From an optimization exercise on the open Yosys and OpenROAD flow, aimed at small area; shortcuts taken in it are not production practice. RTL that was checked went through simulation tests only; none was proved equivalent to the original. For run 2, only the layout was checked, not whether the RTL still works. Power figures rest on the tool's default switching activity, not on a simulated workload.

## design/flow/run.sh

```bash
#!/bin/bash
# synth_recipe.tcl (not shown) runs the flow's synth.tcl, then flattens the netlist and writes it again
# the make line also repeats each setting of config.mk as NAME=value (left out here)
make -C /OpenROAD-flow-scripts/flow DESIGN_CONFIG=/design/flow/config.mk WORK_HOME=/design/flow/orfs CLKGATE_MAP_FILE= SYNTH_SCRIPT=/design/flow/synth_recipe.tcl finish
```

## design/flow/config.mk

```make
export PLATFORM = sky130hd
export DESIGN_NAME = s6afb
export DESIGN_NICKNAME = s6afb
export VERILOG_FILES = /design/flow/design.v
export SDC_FILE = /design/flow/constraint.sdc
export NUM_CORES = 4
export LEC_CHECK = 0
export CAP_MARGIN = 20
export CORE_MARGIN = 2
export CORE_UTILIZATION = 40
export SLEW_MARGIN = 20
```

## design/flow/constraint.sdc

```tcl
create_clock -name core_clock -period 10.0 [get_ports {clk}]
set_input_delay 2.0000 -clock core_clock [delete_from_list [all_inputs] [get_ports {clk}]]
set_output_delay 2.0000 -clock core_clock [all_outputs]
set_load 0.01 [all_outputs]
```

## design/flow/design.v

```verilog
module s6afb_rx (
    input  wire        clk,
    input  wire        init,         
    input  wire        rx_take,      
    input  wire [7:0]  rx_data,
    input  wire [31:0] tick,
    input  wire [31:0] tick_z,       
    input  wire        wd_restart,   
    output reg  [15:0] acc_x,
    output reg  [15:0] acc_y,
    output reg  [15:0] acc_z,
    output reg  [15:0] gyro_x,
    output reg  [15:0] gyro_y,
    output reg  [15:0] gyro_z,
    output reg  [15:0] angle_x,
    output reg  [15:0] angle_y,
    output reg  [15:0] angle_z,
    output reg  [15:0] mag_x,
    output reg  [15:0] mag_y,
    output reg  [15:0] mag_z,
    output reg  [15:0] temp,
    output reg  [15:0] volt,
    output reg  [15:0] version,
    output reg  [31:0] last_frame_ts,
    output reg  [31:0] angle_period,
    output wire [87:0] echo           
);
    localparam [7:0] SYNC       = 8'h55;
    localparam [7:0] TYPE_ACC   = 8'h51;
    localparam [7:0] TYPE_GYRO  = 8'h52;
    localparam [7:0] TYPE_ANGLE = 8'h53;
    localparam [7:0] TYPE_MAG   = 8'h54;
    localparam [7:0] TYPE_ECHO  = 8'h5F;
    localparam [2:0] T_OTHER = 3'd0;
    localparam [2:0] T_ACC   = 3'd1;
    localparam [2:0] T_GYRO  = 3'd2;
    localparam [2:0] T_ANGLE = 3'd3;
    localparam [2:0] T_MAG   = 3'd4;
    localparam [2:0] T_ECHO  = 3'd5;
    reg [63:0] hist;         
    reg [7:0]  sum;          
    reg [2:0]  ftype;        
    reg [3:0]  rx_cursor;
    reg [31:0] angle_ts;
    reg        echo_seen;    
    reg [71:0] echo_data;    
    wire first       = (rx_cursor == 4'd0);
    wire discard     = first && (rx_data != SYNC);
    wire last_byte   = (rx_cursor == 4'd10);
    wire frame_valid = rx_take && last_byte && (sum == rx_data);
    reg [2:0] code;
    always @(*) begin
        case (rx_data)
            TYPE_ACC:   code = T_ACC;
            TYPE_GYRO:  code = T_GYRO;
            TYPE_ANGLE: code = T_ANGLE;
            TYPE_MAG:   code = T_MAG;
            TYPE_ECHO:  code = T_ECHO;
            default:    code = T_OTHER;
        endcase
    end
    wire [63:0] hist_z = init ? 64'd0 : hist;
    wire [7:0]  data_z = init ? 8'd0 : rx_data;
    wire [15:0] f0 = {hist_z[55:48], hist_z[63:56]};
    wire [15:0] f1 = {hist_z[39:32], hist_z[47:40]};
    wire [15:0] f2 = {hist_z[23:16], hist_z[31:24]};
    wire [15:0] f3 = {hist_z[7:0],   hist_z[15:8]};
    wire ld_acc   = init || (frame_valid && ftype == T_ACC);
    wire ld_gyro  = init || (frame_valid && ftype == T_GYRO);
    wire ld_angle = init || (frame_valid && ftype == T_ANGLE);
    wire ld_mag   = init || (frame_valid && ftype == T_MAG);
    wire ld_echo  = init || (frame_valid && ftype == T_ECHO);
    wire ld_ts    = init || frame_valid;
    wire [31:0] period = tick - angle_ts;
    always @(posedge clk) begin
        if (rx_take) begin
            hist <= {hist[55:0], rx_data};
            sum  <= (first ? 8'd0 : sum) + rx_data;
        end
        if (rx_take && rx_cursor == 4'd1)
            ftype <= code;
        if (init || wd_restart)
            rx_cursor <= 4'd0;
        else if (rx_take && !discard)
            rx_cursor <= last_byte ? 4'd0 : rx_cursor + 4'd1;
        if (ld_ts)
            last_frame_ts <= tick_z;
        if (ld_acc) begin
            acc_x <= f0;
            acc_y <= f1;
            acc_z <= f2;
        end
        if (ld_acc || ld_mag)
            temp <= f3;
        if (ld_gyro) begin
            gyro_x <= f0;
            gyro_y <= f1;
            gyro_z <= f2;
            volt   <= f3;
        end
        if (ld_angle) begin
            angle_x      <= f0;
            angle_y      <= f1;
            angle_z      <= f2;
            version      <= f3;
            angle_period <= init ? 32'd0 : period;
            angle_ts     <= tick_z;
        end
        if (ld_mag) begin
            mag_x <= f0;
            mag_y <= f1;
            mag_z <= f2;
        end
        if (ld_echo) begin
            echo_seen <= !init;
            echo_data <= {hist_z, data_z};
        end
    end
    assign echo = {1'b0, echo_seen, 1'b0, echo_seen, 1'b0, echo_seen, 1'b0, echo_seen,
                   1'b0, echo_seen, 1'b0, echo_seen, echo_seen, echo_seen, echo_seen, echo_seen,
                   echo_data};
endmodule
module s6afb_tx (
    input  wire        clk,
    input  wire        init,
    input  wire        issue_stb,
    input  wire [7:0]  issue_reg,
    input  wire [15:0] issue_val,
    input  wire        drive_stb,
    input  wire [31:0] tick,
    output reg         issue_busy,   
    output reg         tx_stb,       
    output wire [39:0] tx_data       
);
    localparam [1:0] IDLE           = 2'd0;
    localparam [1:0] UNLOCK_PENDING = 2'd1;
    localparam [1:0] UNLOCK_SENT    = 2'd2;
    localparam [1:0] COMMAND_SENT   = 2'd3;
    localparam [23:0] UNLOCK_TAIL = 24'h69_88_B5;
    localparam [31:0] T_GAP       = 32'd10;
    reg [23:0] cmd;
    reg [1:0]  tx_progress;
    reg [31:0] tx_ts;
    wire [31:0] elapsed  = tick - tx_ts;
    wire        gap_done = (elapsed >= T_GAP);
    wire        idle     = (tx_progress == IDLE);
    wire        send     = drive_stb && (tx_progress == UNLOCK_PENDING ||
                                         (tx_progress == UNLOCK_SENT && gap_done));
    always @(posedge clk) begin
        issue_busy <= issue_stb && !idle;
        tx_stb     <= send;
        if (issue_stb && idle)
            cmd <= {issue_reg, issue_val[7:0], issue_val[15:8]};
        if (send)
            tx_ts <= tick;
        if (init)
            tx_progress <= IDLE;
        else if (issue_stb && idle)
            tx_progress <= UNLOCK_PENDING;
        else if (drive_stb) begin
            case (tx_progress)
                IDLE: ;
                UNLOCK_PENDING: tx_progress <= UNLOCK_SENT;
                UNLOCK_SENT:    if (gap_done) tx_progress <= COMMAND_SENT;
                COMMAND_SENT:   if (gap_done) tx_progress <= IDLE;
            endcase
        end
    end
    assign tx_data = {16'hFF_AA, tx_progress[0] ? cmd : UNLOCK_TAIL};
endmodule
module s6afb_wd (
    input  wire        clk,
    input  wire        init,
    input  wire        wd_stb,
    input  wire [31:0] tick,
    input  wire [31:0] tick_z,       
    input  wire [31:0] last_frame_ts,
    output wire        restart
);
    localparam [31:0] T_STALE   = 32'd100;
    localparam [31:0] T_RESTART = 32'd100;
    reg [31:0] wd_restart_ts;
    wire [31:0] since_frame   = tick - last_frame_ts;
    wire [31:0] since_restart = tick - wd_restart_ts;
    assign restart = wd_stb && (since_frame > T_STALE) && (since_restart >= T_RESTART);
    always @(posedge clk) begin
        if (init || restart)
            wd_restart_ts <= tick_z;
    end
endmodule
module s6afb (
    input  wire        clk,
    input  wire [31:0] tick,
    input  wire        init_stb,
    input  wire [3:0]  init_tag,
    input  wire        rx_stb,
    input  wire [3:0]  rx_tag,
    input  wire [7:0]  rx_data,
    input  wire        issue_stb,
    input  wire [7:0]  issue_reg,
    input  wire [15:0] issue_val,
    input  wire        drive_stb,
    input  wire        wd_stb,
    output wire        issue_busy,
    output reg         rx_arm,
    output wire        tx_stb,
    output wire [39:0] tx_data,
    output wire [15:0] acc_x,
    output wire [15:0] acc_y,
    output wire [15:0] acc_z,
    output wire [15:0] gyro_x,
    output wire [15:0] gyro_y,
    output wire [15:0] gyro_z,
    output wire [15:0] angle_x,
    output wire [15:0] angle_y,
    output wire [15:0] angle_z,
    output wire [15:0] mag_x,
    output wire [15:0] mag_y,
    output wire [15:0] mag_z,
    output wire [15:0] temp,
    output wire [15:0] volt,
    output wire [15:0] version,
    output wire [31:0] last_frame_ts,
    output wire [31:0] angle_period,
    output wire [87:0] echo
);
    reg  [3:0] cfg_tag;
    wire       rx_take = rx_stb && (rx_tag == cfg_tag);
    wire       wd_restart;
    wire [31:0] tick_z = init_stb ? 32'd0 : tick;
    always @(posedge clk) begin
        if (init_stb)
            cfg_tag <= init_tag;
        rx_arm <= init_stb || rx_take || wd_restart;
    end
    s6afb_rx u_rx (
        .clk           (clk),
        .init          (init_stb),
        .rx_take       (rx_take),
        .rx_data       (rx_data),
        .tick          (tick),
        .tick_z        (tick_z),
        .wd_restart    (wd_restart),
        .acc_x         (acc_x),
        .acc_y         (acc_y),
        .acc_z         (acc_z),
        .gyro_x        (gyro_x),
        .gyro_y        (gyro_y),
        .gyro_z        (gyro_z),
        .angle_x       (angle_x),
        .angle_y       (angle_y),
        .angle_z       (angle_z),
        .mag_x         (mag_x),
        .mag_y         (mag_y),
        .mag_z         (mag_z),
        .temp          (temp),
        .volt          (volt),
        .version       (version),
        .last_frame_ts (last_frame_ts),
        .angle_period  (angle_period),
        .echo          (echo)
    );
    s6afb_tx u_tx (
        .clk        (clk),
        .init       (init_stb),
        .issue_stb  (issue_stb),
        .issue_reg  (issue_reg),
        .issue_val  (issue_val),
        .drive_stb  (drive_stb),
        .tick       (tick),
        .issue_busy (issue_busy),
        .tx_stb     (tx_stb),
        .tx_data    (tx_data)
    );
    s6afb_wd u_wd (
        .clk           (clk),
        .init          (init_stb),
        .wd_stb        (wd_stb),
        .tick          (tick),
        .tick_z        (tick_z),
        .last_frame_ts (last_frame_ts),
        .restart       (wd_restart)
    );
endmodule
```

==> flow_summary.json, run 1 <==
{
  "status": "timing/DRC/antenna clean",
  "fmax_ghz": 0.1675,
  "p_total_mw": 6.413,
  "post-route-period-util_pct": 59.68,
  "initial_core_util_pct": 40.59,
  "cts.path.max_buffers": 3,
  "cts_tree": "yes",
  "leakagePower_nw": 13.27,
  "crit_path_top_delay_cell": "clkdlybuf4s50_1",
  "finalSetupTns_ps": 0,
  "drt-met1-wl_um": 31970,
  "die_area_um2": 70620,
  "path_max_fanout": 33,
  "irDropWorstVdd_uv": 120.0,
  "fin_skew_ps": 33.49,
  "via_per_inst": 5.269,
  "period_minus_slack_ps": 5968,
  "numCtsBuffers": 60,
  "path_cells": "clkdlybuf4s50_1 -> ha_1 -> and3_1 -> a221oi_2 -> o21ai_1 -> mux2_2 -> o21ai_1 -> nor4_1 -> nand4_1 -> nor4b_2 -> nand4_1 -> a21oi_1 -> nor2b_4",
  "ys_seq_area_share_pct": 63.77,
  "htreeDepth": 2,
  "final_common_cell": "edfxtp_1",
  "drt_iter0_drc": 1839,
  "grt_antenna_before_repair": 1,
  "synth_ff_type": "edfxtp_1",
  "place_ws_ps": 3173,
  "gr-total-overflow": 0,
  "worst_pin_slew_ps": 1034,
  "finalSetupViolCount": 0,
  "power_density_nw_per_um2": 181.8,
  "layout_common_cells": "edfxtp_1 (576), clkdlybuf4s50_1 (489), inv_1 (166), ha_1 (137), nor2b_1 (133)",
  "final_nets": 2814,
  "routed_wl_um": 74190,
  "grt_pass1_wl_um": 109900,
  "dp.cells": 3404,
  "grt_max_degree": 73,
  "gp_congestion": 0.8492,
  "vias": 18530,
  "slew_violations": 0,
  "synthCells": 2089,
  "io_pins": 513,
  "start_kind": "input port",
  "slowest_delay_ps": 620,
  "dieHeight_um": 265.7,
  "cts-hold-fix-buffers": 0,
  "die-width_um": 265.7,
  "drt-pass1-iter-count": 6,
  "ys_ff_latch": 585,
  "multiInputGateArea_um2": 9026,
  "wl_met3_um": 3960,
  "rows": 95,
  "dpl_cell_area_um2": 33250,
  "worstPathRequired_ps": 10320,
  "layout-drive-gt1-share_pct": 5.791,
  "hold_viol": 0,
  "async_flop_share_pct": 0,
  "ys_types": 91,
  "ctsResizeCount": 0,
  "rsz0062_at_grt": "false",
  "dr_wl_met2_um": 36890,
  "path_clk_slew_ps": 60,
  "clock_latency_ps": 640,
  "yosysWarnings": 4,
  "worst_slack_ps": 4032,
  "cts_root_buffer": "clkbuf_16",
  "post_drt_wl_per_cell_um": 21.10,
  "synth_edf_count": 576,
  "r2r_setup_slack_ps": 5550,
  "fin_hold_ws_ps": 441.3,
  "fin_area_um2": 35270,
  "portBuffers": 490,
  "register_area_um2": 17480,
  "topRoutingLayerUsed": "met5",
  "min_path_type": "register to register",
  "drc": 0,
  "num-fill-cells": 5733,
  "hpwl_um": 55290,
  "track_usage_pct": 20.19,
  "post_cts_buffers": 0,
  "arrival_ps": 6290,
  "slew_headroom_pct": 31.04,
  "final_util_pct": 52.24,
  "grt_pass1_vias": 18180,
  "placeableCoreArea_um2": 67510,
  "area.growth.synth_to_final_pct": 28.71,
  "drv_cap": 0,
  "end_kind": "register",
  "ant_nets": 0,
  "synth_area_um2": 27400,
  "finalNonFillerCells": 3516,
  "synth_area_per_cell_um2": 13.12,
  "cts_sinks": 585,
  "worstSetupPathType": "input port to register"
}
[synthesized netlist by cell type, types with 5 or more instances]
library cell / n / share of area, %
nor3b_1: 10 / 0.27
o2111ai_1: 8 / 0.26
a211oi_1: 16 / 0.44
nor4_1: 16 / 0.37
inv_1: 166 / 2.3
clkbuf_1: 47 / 0.64
o21bai_1: 17 / 0.47
nand2b_1: 30 / 0.68
a2111oi_0: 7 / 0.22
o22ai_1: 5 / 0.11
o21ai_0: 66 / 1.2
o21ai_1: 14 / 0.26
o21a_1: 24 / 0.66
a21o_1: 52 / 1.4
and4_1: 5 / 0.16
and2_1: 23 / 0.53
and3_1: 13 / 0.30
nand3_1: 30 / 0.55
o41ai_1: 7 / 0.22
dfxtp_1: 9 / 0.66
nand4_1: 32 / 0.73
nor2_1: 100 / 1.4
a211o_1: 7 / 0.22
xnor2_1: 56 / 1.8
fa_1: 5 / 0.37
mux2_2: 5 / 0.21
nor4b_1: 7 / 0.22
edfxtp_1: 576 / 63
buf_4: 32 / 0.88
ha_1: 137 / 6.3
nand2_1: 82 / 1.1
nor3_1: 38 / 0.69
mux2i_1: 7 / 0.26
nor2b_1: 134 / 3.1
o31ai_1: 13 / 0.36
o221ai_1: 5 / 0.16
a21oi_1: 109 / 2.0
xor2_1: 36 / 1.2
o211ai_1: 15 / 0.41
a31oi_1: 19 / 0.43
or3_1: 13 / 0.30
[cells by family (layout without fill, tap and decap cells)]
family / Yosys count / after routing / synth area share [%]
other: 2 / 23 / 0.02740
DFF: 585 / 585 / 63.77
adders and majority gates: 142 / 142 / 6.620
muxes: 15 / 15 / 0.5844
xor gates and xnor gates: 92 / 92 / 2.940
buffers and inverters: 251 / 784 / 3.917
AOI/OAI and AO/OA: 446 / 446 / 11.07
and+or+nand+nor: 556 / 556 / 11.07
[layer usage]
layer / vias to the layer above / global-route usage (%)
met5: - / 0
met4: 2 / 4.358
met3: 103 / 2.985
met2: 657 / 35.64
met1: 8998 / 26.34
li1: 8766 / -
[sequential cells by signal, indices dropped and copies added, names as in the netlist, 24 cells and up]
name and count:
u_rx.echo_data 72, u_rx.hist 64, u_rx.angle_period 32, u_rx.angle_ts 32
u_rx.last_frame_ts 32, u_tx.tx_ts 32, u_wd.wd_restart_ts 32, u_tx.cmd 24
[path summary, 6_finish.rpt]
kind | endpoint | startpoint | depth (start not counted)
max | u_tx.tx_ts[3] | tick[8] | 13
min | u_rx.hist[58] | u_rx.hist[50] | 0
max reg2reg | u_rx.echo_data[71] | cfg_tag[3] | 11
min reg2reg | u_rx.hist[58] | u_rx.hist[50] | 0
[layout make-up]
type | instances | area share (%)
flip-flops and latches | 585 | 49.55
multi-input cells | 1273 | 25.59
repair buffers | 508 | 14.33
clock buffers | 71 | 4.374
well taps | 873 | 3.097
inverters | 166 | 1.767
clock inverters | 39 | 1.291
diodes | 1 | 0.007094
[report_power, final]
part	leakage [nW]	switching, mW	internal [mW]	total [mW]
clock network	0.973	0.956	1.27	2.23
registers	5.77	0.0655	2.88	2.94
logic	6.53	0.704	0.535	1.24
[worst max-delay path, delay by kind of cell]
kind,cells,cell delay (ps)
AOI/OAI and AO/OA,4,1040
and+or+nand+nor,6,1810
muxes,1,270
buffers and inverters,1,620
adders and majority gates,1,510
==> inputs of run 2 (changes only) <==
--- a/design/flow/design.v
+++ b/design/flow/design.v
@@ -5,6 +5,8 @@
     input  wire [7:0]  rx_data,
     input  wire [31:0] tick,
     input  wire [31:0] tick_z,       
+    input  wire [31:0] ts_diff,      
+    output reg  [31:0] angle_ts,
     input  wire        wd_restart,   
     output reg  [15:0] acc_x,
     output reg  [15:0] acc_y,
@@ -41,7 +43,6 @@
     reg [7:0]  sum;          
     reg [2:0]  ftype;        
     reg [3:0]  rx_cursor;
-    reg [31:0] angle_ts;
     reg        echo_seen;    
     reg [71:0] echo_data;    
     wire first       = (rx_cursor == 4'd0);
@@ -71,7 +72,6 @@
     wire ld_mag   = init || (frame_valid && ftype == T_MAG);
     wire ld_echo  = init || (frame_valid && ftype == T_ECHO);
     wire ld_ts    = init || frame_valid;
-    wire [31:0] period = tick - angle_ts;
     always @(posedge clk) begin
         if (rx_take) begin
             hist <= {hist[55:0], rx_data};
@@ -103,7 +103,7 @@
             angle_y      <= f1;
             angle_z      <= f2;
             version      <= f3;
-            angle_period <= init ? 32'd0 : period;
+            angle_period <= ts_diff;
             angle_ts     <= tick_z;
         end
         if (ld_mag) begin
@@ -128,6 +128,8 @@
     input  wire [15:0] issue_val,
     input  wire        drive_stb,
     input  wire [31:0] tick,
+    input  wire [31:0] ts_diff,      
+    output reg  [31:0] tx_ts,
     output reg         issue_busy,   
     output reg         tx_stb,       
     output wire [39:0] tx_data       
@@ -137,12 +139,9 @@
     localparam [1:0] UNLOCK_SENT    = 2'd2;
     localparam [1:0] COMMAND_SENT   = 2'd3;
     localparam [23:0] UNLOCK_TAIL = 24'h69_88_B5;
-    localparam [31:0] T_GAP       = 32'd10;
     reg [23:0] cmd;
     reg [1:0]  tx_progress;
-    reg [31:0] tx_ts;
-    wire [31:0] elapsed  = tick - tx_ts;
-    wire        gap_done = (elapsed >= T_GAP);
+    wire        gap_done = (|ts_diff[31:4]) || (ts_diff[3] && (ts_diff[2] || ts_diff[1]));
     wire        idle     = (tx_progress == IDLE);
     wire        send     = drive_stb && (tx_progress == UNLOCK_PENDING ||
                                          (tx_progress == UNLOCK_SENT && gap_done));
@@ -174,19 +173,39 @@
     input  wire        wd_stb,
     input  wire [31:0] tick,
     input  wire [31:0] tick_z,       
-    input  wire [31:0] last_frame_ts,
+    input  wire [31:0] ts_diff,      
     output wire        restart
 );
-    localparam [31:0] T_STALE   = 32'd100;
-    localparam [31:0] T_RESTART = 32'd100;
-    reg [31:0] wd_restart_ts;
-    wire [31:0] since_frame   = tick - last_frame_ts;
-    wire [31:0] since_restart = tick - wd_restart_ts;
-    assign restart = wd_stb && (since_frame > T_STALE) && (since_restart >= T_RESTART);
+    reg  [31:0] wd_restart_ts;
+    wire [31:0] since_restart;
+    s6afb_sub u_sub (.a(tick), .b(wd_restart_ts), .d(since_restart));
+    wire stale = (|ts_diff[31:7]) ||
+                 (ts_diff[6] && ts_diff[5] &&
+                  (ts_diff[4] || ts_diff[3] || (ts_diff[2] && (ts_diff[1] || ts_diff[0]))));
+    wire rested = (|since_restart[31:7]) ||
+                  (since_restart[6] && since_restart[5] &&
+                   (since_restart[4] || since_restart[3] || since_restart[2]));
+    assign restart = wd_stb && stale && rested;
     always @(posedge clk) begin
         if (init || restart)
             wd_restart_ts <= tick_z;
     end
+endmodule
+module s6afb_sub (
+    input  wire [31:0] a,
+    input  wire [31:0] b,
+    output wire [31:0] d
+);
+    wire [31:0] nb = ~b;
+    wire [32:0] c;
+    assign c[0] = 1'b1;
+    genvar i;
+    generate
+        for (i = 0; i < 32; i = i + 1) begin : g_bit
+            assign d[i]   = a[i] ^ nb[i] ^ c[i];
+            assign c[i+1] = (a[i] & nb[i]) | (a[i] & c[i]) | (nb[i] & c[i]);
+        end
+    endgenerate
 endmodule
 module s6afb (
     input  wire        clk,
@@ -228,6 +247,12 @@
     wire       rx_take = rx_stb && (rx_tag == cfg_tag);
     wire       wd_restart;
     wire [31:0] tick_z = init_stb ? 32'd0 : tick;
+    wire [31:0] tx_ts, angle_ts;
+    wire [31:0] ts_sel = ({32{drive_stb}} & tx_ts) |
+                         ({32{rx_stb}}    & angle_ts) |
+                         ({32{wd_stb}}    & last_frame_ts);
+    wire [31:0] ts_diff;
+    s6afb_sub u_sub (.a(tick_z), .b(ts_sel), .d(ts_diff));
     always @(posedge clk) begin
         if (init_stb)
             cfg_tag <= init_tag;
@@ -240,6 +265,8 @@
         .rx_data       (rx_data),
         .tick          (tick),
         .tick_z        (tick_z),
+        .ts_diff       (ts_diff),
+        .angle_ts      (angle_ts),
         .wd_restart    (wd_restart),
         .acc_x         (acc_x),
         .acc_y         (acc_y),
@@ -268,6 +295,8 @@
         .issue_val  (issue_val),
         .drive_stb  (drive_stb),
         .tick       (tick),
+        .ts_diff    (ts_diff),
+        .tx_ts      (tx_ts),
         .issue_busy (issue_busy),
         .tx_stb     (tx_stb),
         .tx_data    (tx_data)
@@ -278,7 +307,7 @@
         .wd_stb        (wd_stb),
         .tick          (tick),
         .tick_z        (tick_z),
-        .last_frame_ts (last_frame_ts),
+        .ts_diff       (ts_diff),
         .restart       (wd_restart)
     );
 endmodule
==> design/flow/flow/run.sh (new file) <==
#!/bin/bash
set -euo pipefail
bash standard.sh \
  BUFFER_PORTS_ARGS="-buffer_cell sky130_fd_sc_hd__buf_1" \
  CTS_ARGS="-sink_clustering_enable -repair_clock_nets -dont_use_dummy_load" \
  finish > make_finish.log 2>&1
==> design/flow/standard.sh (new file) <==
#!/bin/bash
# synth_recipe.tcl (not shown) runs the flow's synth.tcl, then flattens the netlist and writes it again
# the make line also repeats each setting of config.mk as NAME=value (left out here)
make -C /OpenROAD-flow-scripts/flow DESIGN_CONFIG=/design/flow/config.mk WORK_HOME=/design/flow/orfs CLKGATE_MAP_FILE= SYNTH_SCRIPT=/design/flow/synth_recipe.tcl "${@:-finish}"
--- a/design/flow/config.mk
+++ b/design/flow/config.mk
@@ -7,5 +7,5 @@
 export LEC_CHECK = 0
 export CAP_MARGIN = 20
 export CORE_MARGIN = 2
-export CORE_UTILIZATION = 40
+export CORE_UTILIZATION = 60
 export SLEW_MARGIN = 20
removed: design/flow/run.sh
==> flow_summary.json, run 2 <==
{
  "status": "complete, but fails checks",
  "violatedChecks": "negative setup slack",
  "final_nets": 1839,
  "initial_core_util_pct": 60.73,
  "yosys.area.top_type": "edfxtp_1",
  "irDropWorstVdd_uv": 150.5,
  "die-width_um": 193.3,
  "synth_ff_type": "edfxtp_1",
  "fin_hold_ws_ps": 423.0,
  "via_per_inst": 5.475,
  "clock_power_share_pct": 32.0,
  "path_clk_slew_ps": 60,
  "fin_skew_ps": 40.20,
  "yosys-top-cells-count": "edfxtp_1 (576), nor2b_1 (87), inv_1 (65)",
  "post-route-period-util_pct": 146.8,
  "grt_pass1_vias": 11680,
  "grt_antenna_before_repair": 3,
  "worst_slack_ps": -4680,
  "ant_nets": 0,
  "p_switching_mw": 1.265,
  "synth_area_per_cell_um2": 19.59,
  "arrival_ps": 14970,
  "numCtsBuffers": 55,
  "dpl_cell_area_um2": 24370,
  "gr-total-overflow": 0,
  "switching_share_pct": 23.44,
  "end_kind": "register",
  "die_area_um2": 37360,
  "synth.most_common_cell": "edfxtp_1",
  "grt_max_degree": 83,
  "cts_root_buffer": "clkbuf_16",
  "ys_types": 53,
  "power_density_nw_per_um2": 206.6,
  "path_max_fanout": 7,
  "largest_registers": "u_rx.echo_data (72), u_rx.hist (64)",
  "hpwl_um": 34130,
  "track_usage_pct": 26.46,
  "fmax_ghz": 0.06812,
  "start_kind": "input port",
  "ys_ff_latch": 585,
  "synth_top_area_share_pct": 80.47,
  "hp-start": "u_rx.hist[13]",
  "area.growth.synth_to_final_pct": 21.51,
  "rsz0062_at_grt": "true",
  "num-fill-cells": 2201,
  "finalSetupViolCount": 83,
  "drt_iter0_drc": 1003,
  "hold_depth": 0,
  "gp_congestion": 0.8654,
  "drc": 0,
  "synthCells": 1097,
  "largest_register": "u_rx.echo_data",
  "hold_viol": 0,
  "layout_common_cells": "edfxtp_1 (576), buf_1 (485), nor2b_1 (87), buf_4 (59), clkbuf_16 (58)",
  "synthTopCellsByArea": "edfxtp_1 (80%), fa_1 (5.6%), nor2b_1 (2.5%)",
  "worstRegToRegCells": 46,
  "placeableCoreArea_um2": 35400,
  "cts_tree": "yes",
  "post_drt_wl_per_cell_um": 23.16,
  "dieHeight_um": 193.3,
  "hold_end": "u_rx.hist[21]",
  "leakagePower_nw": 9.157,
  "routed_wl_um": 49750,
  "worst_path_most_repeated_cell": "fa_2",
  "rows": 69,
  "portBuffers": 490,
  "worstSetupPathType": "input port to register",
  "worstPathRequired_ps": 10290,
  "fin_area_um2": 26120,
  "synth_edf_count": 576,
  "slowest_delay_ps": 600,
  "htreeDepth": 2,
  "layout-drive-gt1-share_pct": 12.76,
  "min_path_type": "register to register",
  "ys_seq_area_share_pct": 81.30,
  "slew_headroom_pct": 29.05,
  "grt_pass1_wl_um": 73840,
  "finalSetupTns_ps": -354270,
  "pwr-share-seq_pct": 55.4,
  "r2r_end": "u_wd.wd_restart_ts[21]",
  "combPwrFrac_pct": 12.6,
  "intPower_mw": 4.131,
  "cts-hold-fix-buffers": 0,
  "async_flop_share_pct": 0,
  "period_minus_slack_ps": 14680,
  "cts_sinks": 585,
  "cts.path.max_buffers": 3,
  "clock_latency_ps": 590,
  "final_common_cell": "edfxtp_1",
  "r2r_setup_slack_ps": -3590,
  "crit_path_top_delay_cell": "fa_2",
  "largest_reg_flops": 72,
  "drt-pass1-iter-count": 8,
  "slew_violations": 0,
  "yosysWarnings": 4,
  "worst_pin_slew_ps": 1064,
  "io_pins": 513,
  "vias": 11760,
  "drv_cap": 0,
  "r2r-start": "u_rx.last_frame_ts[0]",
  "synth_area_um2": 21500
}
## run 2: area by class of cell
| cell class | count | area (um2) | area share [%] |
|---|---|---|---|
| multi-input combinational | 407 | 3714 | 14.22 |
| inverter | 65 | 245.2 | 0.9389 |
| sequential | 585 | 17480 | 66.91 |
| clock buffer | 55 | 1376 | 5.269 |
| tap | 461 | 576.8 | 2.208 |
| timing repair buffer | 573 | 2726 | 10.44 |
| antenna | 2 | 5.005 | 0.01916 |
## run 2: per-stage QoR
stage | std cells | utilization [%] | power, mW | setup WS, ps
final | 2148 | 73.79 | 5.396 | -4680
after global routing | 2148 | 73.79 | 5.596 | -5063
after CTS | 2139 | 73.16 | 5.396 | -4714
after detailed placement | 2078 | 68.85 | 3.666 | -5400
after global placement | 2078 | 68.85 | 3.658 | -5196
after floorplan | 1117 | - | 3.371 | -5247
## run 2: worst max-delay path: cells and delay by family
family / cells / cell delay, ps
AOI/OAI and AO/OA: 2 / 360
adders and majority gates: 31 / 11370
buffers and inverters: 11 / 1000
and+or+nand+nor: 3 / 220
## run 2: cells by family after synthesis
family                     count (synthesis)  share of synthesized area (%)
buffers and inverters                    125                          2.782
other                                      2                        0.03494
and+or+nand+nor                          214                          5.617
adders and majority gates                 75                          6.449
DFF                                      585                          81.30
xor gates and xnor gates                  21                         0.8556
muxes                                      2                        0.09314
AOI/OAI and AO/OA                         73                          2.864
## run 2: repair_timing
action,CTS,global route
gates resized for setup,11,28
pin swaps,3,6
hold endpoints to repair,0,0
buffers inserted,3,7
cloned,3,3
setup endpoints to repair,83,84
## run 2: worst max-delay path by stage
stage	from	endpoint	slack (ps)	cells after the start
floorplan	drive_stb	u_wd.wd_restart_ts[0]	-5250	44
global placement	wd_stb	u_tx.tx_ts[13]	-5200	45
detailed placement	rx_stb	u_tx.tx_ts[15]	-5400	45
CTS	rx_stb	u_wd.wd_restart_ts[21]	-4710	46
global route	wd_stb	u_wd.wd_restart_ts[21]	-5060	47
finish	wd_stb	u_wd.wd_restart_ts[21]	-4680	47
## run 2: power groups by stage
stage	Combinational [mW]	Sequential, mW	Clock, mW
3_3_place_gp	0.621	3.04	0
6_report	0.678	2.99	1.73
4_1_cts	0.646	2.99	1.76
3_5_place_dp	0.628	3.04	0
2_1_floorplan	0.299	3.07	0
5_1_grt	0.739	3.01	1.85
## run 2: metal layers
metal  track usage, %  up-vias  routed length [um]
li1                 -     5216                   -
met4            9.811        2                1839
met5                0        -                  13
met2            42.98      591               24730
met3            6.398      101                4012
met1            35.37     5851               19150

[static timing again, ports no longer ideal]
In the flow no input, the clock included, has a driving cell. The finished layouts below were timed again as built, in two steps. Step 1 assumes that a clkbuf_16 drives the clock port and a buf_2 every other input. Step 2 also shifts input and output timing later by t, the mid clock arrival at the registers, as if the neighbouring blocks saw the same clock. Slacks: no drivers / after step 1 / after step 2; pairs: no drivers / after step 1.
run | t, ns | setup slack, ns | clock arrival spread, ns | worst register clock-pin slew, ns
run 1 | 0.678 | 4.032 / 4.056 / 3.378 | 0.037 / 0.036 | 0.07 / 0.07
run 2 | 0.621 | -4.680 / -4.671 / -5.291 | 0.041 / 0.041 | 0.06 / 0.06
The setup slack of run 1, which loses most, moves by +0.024 ns with the drivers and by -0.654 ns with both steps.
